Background: an optimization exercise with open tools, aiming at a short achievable clock period and few clock cycles. Do not read the settings as production practice.
Only simulation tests tie the RTL to the original design; equivalence was not proved.
No activity file was given, so power comes from the tool's default toggle rates.

==> flow/design.v, too long to show whole: its modules and the start of the top module <==
// module tcf: 2021 lines
module tcf (
    input  wire        clk,
    input  wire        rst,         
    input  wire        req_valid,
    input  wire        req_write,
    input  wire [7:0]  req_addr,
    input  wire [31:0] req_wdata,
    output wire        req_ready,
    output reg         resp_valid,
    output reg  [31:0] resp_rdata
);
  // ...
==> flow/flow/run.sh <==
#!/bin/bash
set -euo pipefail
bash standard.sh SETUP_SLACK_MARGIN=6.5 \
    "BUFFER_PORTS_ARGS=-buffer_cell sky130_fd_sc_hd__buf_4" finish > flow_make.log 2>&1
==> flow/standard.sh <==
#!/bin/bash
# synth_recipe.tcl (not shown) runs the flow's synth.tcl, then flattens the netlist and writes it again
# the make line also repeats each setting of config.mk as NAME=value (left out here)
make -C /OpenROAD-flow-scripts/flow DESIGN_CONFIG=/design/flow/config.mk WORK_HOME=/design/flow/orfs CLKGATE_MAP_FILE= SYNTH_SCRIPT=/design/flow/synth_recipe.tcl "${@:-finish}"
==> flow/config.mk <==
export PLATFORM = sky130hd
export DESIGN_NAME = tcf
export DESIGN_NICKNAME = tcf
export VERILOG_FILES = /design/flow/design.v
export SDC_FILE = /design/flow/constraint.sdc
export NUM_CORES = 4
export LEC_CHECK = 0
export ABC_CLOCK_PERIOD_IN_PS = 3000
export CAP_MARGIN = 20
export CORE_MARGIN = 2
export CORE_UTILIZATION = 25
export PLACE_DENSITY = 0.4
export SLEW_MARGIN = 20
==> flow/constraint.sdc <==
create_clock -name core_clock -period 10.0 [get_ports {clk}]
set_input_delay 2.0000 -clock core_clock [delete_from_list [all_inputs] [get_ports {clk}]]
set_output_delay 2.0000 -clock core_clock [all_outputs]
set_load 0.01 [all_outputs]
==> results.toml, run 1 <==
[cells_and_area]
inv_count = 653
largest_reg_flops = 888
nMultiInputCombCells = 24422
fin_area_um2 = 302000
n_all_buffers = 2168
final-nonclk-buf-share_pct = 7.09
mostFrequentLayoutCells = "nand2_1, a21oi_1, xnor2_1"
dominant_cells = "multi-input gates"
final_nets = 31722
top_regs = "outq: 888 flops, pbuf: 512 flops"

[route]
top_layer = "met5"
avgViaCountPerCell = 5.81
drc = 0
detail_route.iter0.violations = 42953
wl_met1_mm = 710

[worst_setup_path]
crit_cells = 10
path_max_fanout = 8
worstReg2RegEnd = "crc_state[27]"
start_kind = "flop"
worstPathCellList = "xnor2_1 > xnor2_1 > xnor2_1 > xnor2_1 > xnor2_1 > nand2_1 > xnor2_1 > o22ai_1 > nor2_1 > o221ai_1"
r2r_slack_ns = 5.54
path_class = "reg2reg"

[synth]
synth_compound_area_share_pct = 19.1
synthDominantCellAreaShare_pct = 24.4
synthXorXnorAreaFrac_pct = 16.9
syn_inst = 31398

[global_routing]
grt-ovfl-total = 0
grt_pass1_vias = 233180
grt_max_degree = 167
grt_use_met1_pct = 44.1
grt_pass1_wl_mm = 2300
grt-busiest-layer = "met2"

[power]
clkPwrFrac_pct = 51.0
irDropWorstVdd_mv = 0.151
seqPwrFrac_pct = 44.7
p_comb_share_pct = 4.3

[sta]
max-slew-margin-rel_pct = 2.47
fin_skew_ns = 0.171

[status]
status = "no timing/DRC/antenna violations"

[clocking]
insertion_delay_ns = 1.17
path_clk_slew_ns = 0.06
h-tree-depth = 5

[placement]
globalplace.congestion = 1.06

[hold_path]
hold_path_class = "reg2reg"
Testbench counts, summed over its fixed seeds: cycles 16,087.
==> run 2, diff against run 1 <==
==> flow/run.sh (new file) <==
#!/bin/bash
# synth_recipe.tcl (not shown) runs the flow's synth.tcl, then flattens the netlist and writes it again
# the make line also repeats each setting of config.mk as NAME=value (left out here)
make -C /OpenROAD-flow-scripts/flow DESIGN_CONFIG=/design/flow/config.mk WORK_HOME=/design/flow/orfs CLKGATE_MAP_FILE= SYNTH_SCRIPT=/design/flow/synth_recipe.tcl finish
--- a/flow/config.mk
+++ b/flow/config.mk
@@ -10,4 +10,5 @@
 export CORE_MARGIN = 2
 export CORE_UTILIZATION = 25
 export PLACE_DENSITY = 0.4
+export SETUP_SLACK_MARGIN = 4
 export SLEW_MARGIN = 20
removed: flow/flow/run.sh
removed: flow/standard.sh
==> run 2 against run 1 <==
  * Now fails the layout checks on slew limit
  * Via count fell by 2.4%
  * Area after synthesis is the same
  * Largest power group unchanged
  * Combinational power fell by 4%
  * Non-clock buffer count down 714
  * Final area fell by 6.2%
  * Final cell count fell by 1.6%
  * Critical path depth is 5 higher
  * Register-to-register slack worse by 1.7 ns
==> results.toml, run 2 <==
[floorplanning]
core-area_um2 = 992000
row_count = 366
io_pins = 78
start_util_pct = 25.1
die_h_mm = 1.00
dieArea_um2 = 1000000
die_w_mm = 1.00

[hold_path]
hold_start = "i_d[12]"
whs_path_depth = 0
hold_end = "h_d[12]"
hold_path_class = "reg2reg"

[cells_and_area]
mostFrequentLayoutCells = "nand2_1, a21oi_1, xnor2_1"
multi_input_area_um2 = 151000
regArea_um2 = 86500
regMostFlops = "outq"
drive_gt1_share_pct = 9.02
area_delta_synth_final_pct = 13.8
final_nets = 30985
fin_area_um2 = 283000
top_regs = "outq: 888 flops, pbuf: 512 flops"
final_common_cell = "nand2_1"
fillers = 106819
largest_reg_flops = 888

[sta]
max-slew-margin-rel_pct = -5.49
final-hold-violation-count = 0
slew_viol_final = 1
period_needed_ns = 6.16
setup_tns_ns = 0
tightestPinTransition_ns = 1.58
rsz0062_at_grt = "no"
setup_viol = 0
fmax_mhz = 162
fin_skew_ns = 0.200
period_share_pct = 61.6

[route]
drtAntennaViolNets = 0
first_pass_iters = 12
detail_route.iter0.violations = 40106
drc = 0
wl_per_cell_um = 39.5
avgViaCountPerCell = 5.77
routed_wl_mm = 1740
num_vias = 253918

[clocking]
clock-sinks = 3290
cts_tree = "yes"
cts-root-buf = "clkbuf_16"
h-tree-depth = 5
cts_inserted_buffers = 440
cts.path.max_buffers = 5
insertion_delay_ns = 1.17
hold_buffers = 0
path_clk_slew_ns = 0.06

[worst_setup_path]
worstReg2RegEnd = "crc_state[19]"
r2r_slack_ns = 3.84
worstPathCellList = "inv_1 > ha_2 > buf_4 > and3b_1 > nand2_1 > o21ai_0 > o211ai_1 > or4_1 > a311oi_4 > buf_4 > o21a_2 > nor2_4 > xnor2_2 > xnor3_1 > a2111o_1"
rr_startpoint = "cpos[1]"
required_ns = 11.00
start_kind = "flop"
cp_data_arrival_time_ns = 7.15
ff2ff_path_depth = 15
critPathSlowestCell = "or4_1"
cpPeakStageDelay_ns = 0.75
crit_path_frequent_cell = "buf_4"
path_max_fanout = 17
crit_path_end_kind = "flop"
path_class = "reg2reg"

[power]
irDropWorstVdd_mv = 0.172
p_int_w = 0.0243
power_leakage_nw = 102
clkPwrFrac_pct = 51.2
power.density_nw_per_um2 = 115
p_sw_w = 0.00822
seqPwrFrac_pct = 44.7
p_comb_share_pct = 4.1
p_sw_share_pct = 25.3

[global_routing]
grt_max_degree = 192
grt_pass1_vias = 228543
grt-ovfl-total = 0
grt_pass1_wl_mm = 2250
grt_antenna_before_repair = 293
grt_usage_pct = 33.0

[synth]
synth_edf_count = 2019
synthDominantCellAreaShare_pct = 24.4
yosysWarnings = 7
syn_inst = 31398
synth_async_sr_flop_share_pct = 0
synth_area_leader_cell = "edfxtp_1"
ys_seq_area_share_pct = 34.6
yosysUniqueCellTypes = 109
synthTopCellsByArea = "edfxtp_1, xnor2_1, dfxtp_1, nand2_1, a21oi_1"
syn_avg_cell_area_um2 = 7.92
synth_most_common_cell = "nand2_1"
synth_common_cells = "nand2_1, a21oi_1, xnor2_1, nor2_1, clkbuf_1"
ys_ff_latch = 3290
synthesis.nets = 32138
synth_flop_cell = "edfxtp_1"
synth.cell_area_um2 = 249000

[placement]
io_buffers = 77
hpwl_mm = 1210
place_area_um2 = 268000
globalplace.congestion = 1.08

[status]
status = "failed layout checks"
violations = "slew limit"

[job]
cap_violations = 0
[run 2: power by group through the flow]
stage	clock network, W	logic, W	registers [W]
after floorplan	0	0.000581	0.0148
after global placement	0	0.00125	0.0148
after detailed placement	0	0.00125	0.0148
after CTS	0.0169	0.00125	0.0145
after global routing	0.0173	0.00131	0.0145
final	0.0167	0.00133	0.0145
[run 2: worst max path at each step]
stage / start / to
CTS: cpos[3] / crc_state[26]
global placement: cpos[1] / crc_state[19]
detailed placement: cpos[1] / crc_state[19]
floorplan: h_v / pth[2]
finish: cpos[1] / crc_state[19]
global route: cpos[1] / crc_state[19]
[run 2: repair_timing]
item	4_1_cts	5_1_grt
endpoints found under the setup margin	23	3
resized for setup	16	4
hold endpoints to repair	0	0
buffers inserted	8	0
gates cloned	1	0
pin swaps	3	0
[run 2: kinds of logic after synthesis]
| family | share of synthesized area (%) |
|---|---|
| simple gates | 17.2 |
| compound gates | 19.1 |
| xor+xnor | 16.9 |
| buf+inv | 5.62 |
| flops | 34.6 |
| fa+ha+maj | 4.87 |
| mux | 1.76 |
[run 2: cell type report]
| type | instances | share of cell area, % |
|---|---|---|
| clock inverter | 184 | 0.689 |
| tap | 13248 | 5.85 |
| inverter | 649 | 0.865 |
| sequential | 3290 | 30.5 |
| multi-input combinational | 24410 | 53.3 |
| antenna | 191 | 0.169 |
| clock buffer | 617 | 4.43 |
| timing repair buffer | 1454 | 4.14 |
[run 2: worst max-delay path: cells and delay by family (launching register included)]
kind | cells | cell delay [ns]
simple gates | 4 | 1.77
compound gates | 5 | 1.74
xor+xnor | 2 | 0.86
buf+inv | 3 | 0.77
flops | 1 | 0.47
fa+ha+maj | 1 | 0.38
[run 2: layer usage]
layer	GRT usage (%)	share of wire [%]	vias to the layer above	wire, um
li1	-	-	104944	-
met1	43.4	41	126719	718000
met2	47.0	40	17821	703000
met3	10.3	11	4362	193000
met4	20.2	7.3	72	126000
met5	0.0945	0.031	-	535
[run 2: metrics by stage]
step	power [W]	setup WS, ns	utilization [%]	cells	hold slack [ns]
after global routing	0.0332	4.00	28.5	43864	0.349
after global placement	0.0161	3.04	26.9	43031	0.358
after CTS	0.0326	4.03	28.5	43846	0.371
after detailed placement	0.0161	3.17	27.0	43036	0.356
after floorplan	0.0154	4.58	-	31398	0.346
final	0.0326	3.84	28.5	44043	0.362

-- re-timing with driven ports --
How much do the figures lean on ideal ports? The routed layouts below were timed once more, with nothing changed but the port constraints. Step 1 (the two cells are an assumption about what drives the block):
set clk [get_ports {clk}]
set_driving_cell -lib_cell sky130_fd_sc_hd__clkbuf_16 $clk
set_driving_cell -lib_cell sky130_fd_sc_hd__buf_2 [delete_from_list [all_inputs] $clk]
Step 2 also shifts input and output timing later by t, the mid clock arrival at the registers, as if the neighbouring blocks saw the same clock. a / b / c = no drivers / after step 1 / after step 2; a / b = the first two.
| run | shift t [ns] | slack for setup (ns) | hold slack, ns | latest minus earliest clock arrival (ns) | worst slew at a driven data input, ns |
|---|---|---|---|---|---|
| run 1 | 1.264 | 5.537 / 5.537 / 5.537 | 0.318 / 0.318 / 0.318 | 0.177 / 0.177 | 0.19 |
| run 2 | 1.244 | 3.843 / 3.843 / 3.843 | 0.362 / 0.362 / 0.362 | 0.209 / 0.208 | 0.10 |
